Background: an optimization exercise with open tools, aiming at small area, a short achievable clock period and few clock cycles per item. Do not read the settings as production practice.
In this exercise RTL edits were held to simulation tests only and were not proved equivalent to the original.

$ cat config.mk
export PLATFORM = sky130hd
export DESIGN_NAME = ft8_textcodec
export DESIGN_NICKNAME = ft8_textcodec
export VERILOG_FILES = /design/flow/design.v
export SDC_FILE = /design/flow/constraint.sdc
export NUM_CORES = 4
export LEC_CHECK = 0
export CAP_MARGIN = 20
export CORE_MARGIN = 2
export CORE_UTILIZATION = 40
export SLEW_MARGIN = 20
$ cat constraint.sdc
create_clock -name core_clock -period 58.0 [get_ports {clk}]
set_input_delay 11.6000 -clock core_clock [delete_from_list [all_inputs] [get_ports {clk}]]
set_output_delay 11.6000 -clock core_clock [all_outputs]
set_load 0.01 [all_outputs]
$ cat design.v
module ft8_textcodec (
    input  wire        clk,
    input  wire        rst,
    input  wire        start,
    input  wire [1:0]  op,
    input  wire [90:0] din,
    output wire        ready,
    output reg         done,
    output reg         ok,
    output reg         crc_ok,
    output reg  [90:0] dout
);
    localparam OP_PACK   = 2'd0;
    localparam OP_UNPACK = 2'd1;
    localparam OP_HASH   = 2'd2;
    localparam [2:0] S_IDLE   = 3'd0;
    localparam [2:0] S_HORNER = 3'd1;   
    localparam [2:0] S_CRC    = 3'd2;   
    localparam [2:0] S_CHECK  = 3'd3;   
    localparam [2:0] S_DIGITS = 3'd4;   
    localparam [2:0] S_MULT   = 3'd5;   
    localparam [2:0] S_FINISH = 3'd6;   
    localparam [13:0] CRC_POLY  = 14'h2757;
    localparam [70:0] F71_LIMIT = 71'd1283997101947010102272;   
    localparam [35:0] HASH_MULT = 36'd47055833459;
    function [6:0] upcase(input [6:0] c);
        upcase = (c >= 7'h61 && c <= 7'h7a) ? c - 7'd32 : c;
    endfunction
    function [5:0] idx42(input [6:0] c_in);
        reg [6:0] c;
        begin
            c = upcase(c_in);
            if (c >= "0" && c <= "9")      idx42 = c - "0" + 6'd1;
            else if (c >= "A" && c <= "Z") idx42 = c - "A" + 6'd11;
            else if (c == "+")             idx42 = 6'd37;
            else if (c == "-")             idx42 = 6'd38;
            else if (c == ".")             idx42 = 6'd39;
            else if (c == "/")             idx42 = 6'd40;
            else if (c == "?")             idx42 = 6'd41;
            else                           idx42 = 6'd0;
        end
    endfunction
    function [6:0] idx38(input [6:0] c_in);
        reg [6:0] c;
        begin
            c = upcase(c_in);
            if (c == " ")                  idx38 = 7'd0;
            else if (c >= "0" && c <= "9") idx38 = c - "0" + 7'd1;
            else if (c >= "A" && c <= "Z") idx38 = c - "A" + 7'd11;
            else if (c == "/")             idx38 = 7'd37;
            else                           idx38 = 7'h40;
        end
    endfunction
    function [6:0] chr42(input [5:0] i);
        begin
            if (i == 6'd0)       chr42 = " ";
            else if (i <= 6'd10) chr42 = "0" + i - 6'd1;
            else if (i <= 6'd36) chr42 = "A" + i - 6'd11;
            else if (i == 6'd37) chr42 = "+";
            else if (i == 6'd38) chr42 = "-";
            else if (i == 6'd39) chr42 = ".";
            else if (i == 6'd40) chr42 = "/";
            else                 chr42 = "?";
        end
    endfunction
    function [76:0] divmod42(input [70:0] n);
        reg [70:0] q;
        reg [6:0]  r;
        integer    i;
        begin
            r = 7'd0;
            for (i = 70; i >= 0; i = i - 1) begin
                r = {r[5:0], n[i]};
                if (r >= 7'd42) begin
                    r = r - 7'd42;
                    q[i] = 1'b1;
                end else begin
                    q[i] = 1'b0;
                end
            end
            divmod42 = {q, r[5:0]};
        end
    endfunction
    reg [2:0]  state;
    reg [1:0]  cur_op;
    reg [6:0]  cnt;
    reg [90:0] src;       
    reg [70:0] acc;       
    reg        valid;     
    reg [76:0] crc_bits;  
    reg [13:0] crc;
    reg [90:0] text;      
    wire [5:0]  c42  = idx42(src[90:84]);
    wire [6:0]  c38  = idx38(src[90:84]);
    wire [76:0] dm   = divmod42(acc);
    wire        crc_in = (cnt < 7'd77) ? crc_bits[76] : 1'b0;
    wire [13:0] crc_next = {crc[12:0], crc_in} ^ (crc[13] ? CRC_POLY : 14'd0);
    wire [63:0] hash_prod = acc[57:0] * HASH_MULT;
    assign ready = (state == S_IDLE);
    always @(posedge clk) begin
        if (rst) begin
            state <= S_IDLE;
            done  <= 1'b0;
        end else begin
            done <= 1'b0;
            case (state)
                S_IDLE: begin
                    if (start) begin
                        cur_op   <= op;
                        src      <= din;
                        acc      <= 71'd0;
                        valid    <= 1'b1;
                        cnt      <= 7'd0;
                        crc      <= 14'd0;
                        crc_bits <= din[90:14];
                        case (op)
                            OP_PACK:   state <= S_HORNER;
                            OP_UNPACK: state <= S_CRC;
                            OP_HASH:   state <= S_HORNER;
                            default:   state <= S_FINISH;
                        endcase
                    end
                end
                S_HORNER: begin
                    if (cur_op == OP_PACK)
                        acc <= acc * 71'd42 + {65'd0, c42};
                    else begin
                        acc   <= acc * 71'd38 + {65'd0, c38[5:0]};
                        valid <= valid & ~c38[6];
                    end
                    src <= {src[83:0], 7'd0};
                    cnt <= cnt + 7'd1;
                    if ((cur_op == OP_PACK && cnt == 7'd12) ||
                        (cur_op == OP_HASH && cnt == 7'd10)) begin
                        cnt <= 7'd0;
                        if (cur_op == OP_PACK) begin
                            crc_bits <= {acc * 71'd42 + {65'd0, c42}, 6'd0};
                            state    <= S_CRC;
                        end else begin
                            state <= S_MULT;
                        end
                    end
                end
                S_CRC: begin
                    crc      <= crc_next;
                    crc_bits <= {crc_bits[75:0], 1'b0};
                    cnt      <= cnt + 7'd1;
                    if (cnt == 7'd95) begin
                        cnt <= 7'd0;
                        if (cur_op == OP_PACK) begin
                            dout   <= {acc, 6'd0, crc_next};
                            ok     <= 1'b1;
                            crc_ok <= 1'b1;
                            done   <= 1'b1;
                            state  <= S_IDLE;
                        end else begin
                            crc_ok <= (crc_next == src[13:0]);
                            state  <= S_CHECK;
                        end
                    end
                end
                S_CHECK: begin
                    acc <= src[90:20];
                    if (src[19:14] != 6'd0 || src[90:20] >= F71_LIMIT) begin
                        dout  <= 91'd0;
                        ok    <= 1'b0;
                        done  <= 1'b1;
                        state <= S_IDLE;
                    end else begin
                        state <= S_DIGITS;
                    end
                end
                S_DIGITS: begin
                    acc  <= dm[76:6];
                    text <= {chr42(dm[5:0]), text[90:7]};
                    cnt  <= cnt + 7'd1;
                    if (cnt == 7'd12) begin
                        cnt   <= 7'd0;
                        dout  <= {chr42(dm[5:0]), text[90:7]};
                        ok    <= 1'b1;
                        done  <= 1'b1;
                        state <= S_IDLE;
                    end
                end
                S_MULT: begin
                    dout   <= valid ? {hash_prod[63:42], hash_prod[63:52],
                                       hash_prod[63:54], 47'd0} : 91'd0;
                    ok     <= valid;
                    crc_ok <= 1'b0;
                    done   <= 1'b1;
                    state  <= S_IDLE;
                end
                default: begin   
                    dout   <= 91'd0;
                    ok     <= 1'b0;
                    crc_ok <= 1'b0;
                    done   <= 1'b1;
                    state  <= S_IDLE;
                end
            endcase
        end
    end
endmodule
$ cat run.sh
#!/bin/bash
# synth_recipe.tcl (not shown) runs the flow's synth.tcl, then flattens the netlist and writes it again
# the make line also repeats each setting of config.mk as NAME=value (left out here)
make -C /OpenROAD-flow-scripts/flow DESIGN_CONFIG=/design/flow/config.mk WORK_HOME=/design/flow/orfs CLKGATE_MAP_FILE= SYNTH_SCRIPT=/design/flow/synth_recipe.tcl finish
==> metrics.cfg <==
[timing]
slew_headroom = 0.2351
skew_ns = 0.09045
finalWorstSetupSlack_ns = 2.299
fmax_mhz = 17.95
finalHoldViolCount = 0
slew_violations = 0
tightest_slew_ns = 1.145
post-route-min-period_ns = 55.70
setup_violations = 0
period_share = 0.9604

[clock_network]
h-tree-depth = 2
cts_root_buf = clkbuf_16
cts_tree = yes
clock-sinks = 444
cts.clk_slew.worst_paths_ns = 0.06
cts.path.max_buffers = 3
cts_inserted_buffers = 57
insertion_delay_ns = 0.74

[floorplanning]
core_um2 = 202500
rows = 165
die_h_um = 455.9
dieArea_um2 = 207900
io_pins = 191
start_util = 0.4034
dieWidth_um = 455.9

[synth]
synth_edf_count = 440
ys_seq_area_frac = 0.1627
ys_ff_latch = 444
syn_area_um2 = 81700
ys_types = 203
avgSynthCellArea_um2 = 9.232
synthFlopType = edfxtp_1
synth_top_area_frac = 0.2247
synth_top_area_cell = fa_1
synth_warnings = 1
syn_inst = 8850
synth_area_leaders = fa_1 (22%), edfxtp_1 (16%), ha_1 (12%)
synthArstFlopShare = 0
synth_nets = 10620

[final_layout]
synthToLayoutAreaGrowth_pct = 9.801
fillerInstances = 19650
nets = 10830
drive_above_1_share = 0.1057
fin_area_um2 = 89710

[detailed_routing]
drt_iter0_markers = 5654
drt_wl_total_um = 293900
met3_length_um = 18910
wl_met2_um = 134800
drt_pass1_iterations = 6
drc = 0
met1_length_um = 121500
vias_per_cell = 5.743
dr.max_layer_used = met5
ant_nets = 0
wire_per_inst_um = 24.95
vias = 67650

[placed_design]
hpwl_um = 237400
gp_congestion = 1.031
post_dp_cell_area_um2 = 86300
io_buffers = 190
place_ws_ns = -0.6404

[setup_path]
cp_max_fo = 20
cp-end-kind = flip-flop
critPathKind = flip-flop to flip-flop
critPathMaxStageDelay_ns = 0.58
required_ns = 58.46
critical_path.top_delay_family = compound AO/OA/AOI/OAI gates
startpoint_type = flip-flop
cpMaxStageDelayCell = o311ai_1
cp.arrival_ns = 56.16
critPathBufInv = 21
path_common_cell = ha_1

[run_status]
outcome = no timing/DRC/antenna violations

[grt]
antenna_found_initial = 19
grt_overflow = 0
grt_max_degree = 108
grt_pass1_wl_um = 434500
first_global_vias = 66860
grt_usage = 0.2758

[flow_run]
maxCapViolations = 0

[min_path]
hold_path_class = flip-flop to flip-flop

## path summary, 6_finish.rpt
| kind | from | to | slack (ns) | depth (start not counted) |
|---|---|---|---|---|
| worst max-delay path | acc[66]$_DFFE_PP_ | text[87]$_DFFE_PP_ | 2.30 | 219 |
| worst min-delay path | text[72]$_DFFE_PP_ | text[65]$_DFFE_PP_ | 0.43 | 0 |
| worst max register to register | acc[66]$_DFFE_PP_ | text[87]$_DFFE_PP_ | 2.30 | 219 |
| worst min register to register | text[72]$_DFFE_PP_ | text[65]$_DFFE_PP_ | 0.43 | 0 |
## sequential cells by signal (all words and copies together), names as in the netlist
name and cells:
ok 1, acc 71, crc_ok 1, dout 91
crc 14, valid 1, cur_op 2, src 91
crc_bits 77, text 84, state 3, done 1
cnt 7
## logic make-up (layout without fill, tap and decap cells)
| family | Yosys count | after routing | share of synthesized area |
|---|---|---|---|
| mux | 152 | 152 | 0.02156 |
| simple gates | 2004 | 2004 | 0.1210 |
| compound gates | 2058 | 2062 | 0.1897 |
| other cells | 0 | 9 | 0 |
| fa+ha+maj | 1697 | 1697 | 0.3436 |
| buf+inv | 2003 | 2248 | 0.1059 |
| flops | 444 | 444 | 0.1627 |
| xor+xnor | 492 | 492 | 0.05567 |
## cells in the mapped netlist (all sizes together), types with 74 or more instances
library cell	count
a21o	89
a22oi	76
o211ai	82
fa	917
nand3	156
edfxtp	440
buf	103
and3	77
a21oi	436
nor2	387
a221o	91
nand2	772
and2	98
xor2	178
o21ai	363
clkbuf	182
nor3	134
xnor2	313
inv	1690
ha	759
a211oi	74
mux2i	94
o22ai	79
o21bai	139
## per-layer routing
layer	track usage	vias to the layer above
met5	0	-
met1	0.3619	33770
met2	0.4409	2563
met3	0.03744	533
li1	-	30770
met4	0.1487	16
## worst reg2reg max path: cells and delay by family, from the launching register on
family / cells / cell delay (ns)
AOI/OAI and AO/OA: 112 / 29.55
and+or+nand+nor: 45 / 11.66
muxes: 16 / 4.79
adders and majority gates: 15 / 3.77
buffers and inverters: 21 / 3.31
xor gates and xnor gates: 10 / 1.84
DFF: 1 / 0.49
## layout make-up
cell class | instances | area [um^2] | share of cell area
sequential | 444 | 13290 | 0.1482
tap | 2672 | 3343 | 0.03727
inverter | 1709 | 6430 | 0.07168
clock inverter | 36 | 441.7 | 0.004923
multi-input combinational | 6407 | 60850 | 0.6783
clock buffer | 64 | 1453 | 0.01619
antenna | 9 | 22.52 | 0.0002511
timing repair buffer | 439 | 3874 | 0.04318
## placed cells by master (no fill, tap or decap), drive strengths merged, types with 50 or more instances in the layout
cell / instances
inv: 1697
fa: 917
nand2: 772
ha: 759
edfxtp: 440
a21oi: 436
nor2: 387
o21ai: 363
xnor2: 313
buf: 249
clkdlybuf4s50: 190
xor2: 178
nand3: 156
o21bai: 139
nor3: 134
and2: 98
mux2i: 94
a221o: 91
a21o: 90
o211ai: 82
o22ai: 79
and3: 77
a22oi: 76
a211oi: 74
clkbuf: 64
or3: 60
a31oi: 57
mux2: 57
nor4: 53
o31ai: 50
## what timing repair did
item | 4_1_cts | 5_1_grt
buffers inserted | 4 | 51
setup endpoints to repair | 14 | 16
hold endpoints to repair | 0 | 0
cloned | 0 | 4
hold buffers | 0 | 0
pin swaps | 1 | 30
resized for setup | 8 | 153
## per-stage QoR
| stage | instances | hold WS (ns) | TNS [ns] | util |
|---|---|---|---|---|
| after floorplan | 8850 | 0.4180 | 0 | - |
| after global routing | 11780 | 0.4388 | -2.719 | 0.4429 |
| after detailed placement | 11610 | 0.4360 | -5.693 | 0.4261 |
| after CTS | 11710 | 0.4233 | 0 | 0.4358 |
| after global placement | 11610 | 0.4274 | 0 | 0.4261 |
| final | 11780 | 0.4276 | 0 | 0.4429 |
Testbench counts, summed over its fixed seeds: cycles 245,360, items 3,200.

-- static timing again, ports no longer ideal --
In the flow no input, the clock included, has a driving cell. The finished layout below was timed again as built, in two steps. Step 1 sets driving cells, clkbuf_16 on the clock port and buf_2 on the other inputs (assumed; they add their load-dependent delay and slew). Step 2 adds t to the input delays and takes it off the output delays; t is the mean of the earliest and latest rising clock arrival at the registers after step 1. Input paths then give back, and output paths get back, about the clock's delay inside the block. a / b / c = ideal / step 1 / step 2; a / b = the first two.
shift t [ns]: 0.780
setup WS [ns]: 2.299 / 2.299 / 2.299
worst slew at a driven data input, ns: 0.29
After both steps this run still meets setup and hold. The setup slack of this run moves by 0.000 ns with the drivers and by 0.000 ns with both steps.
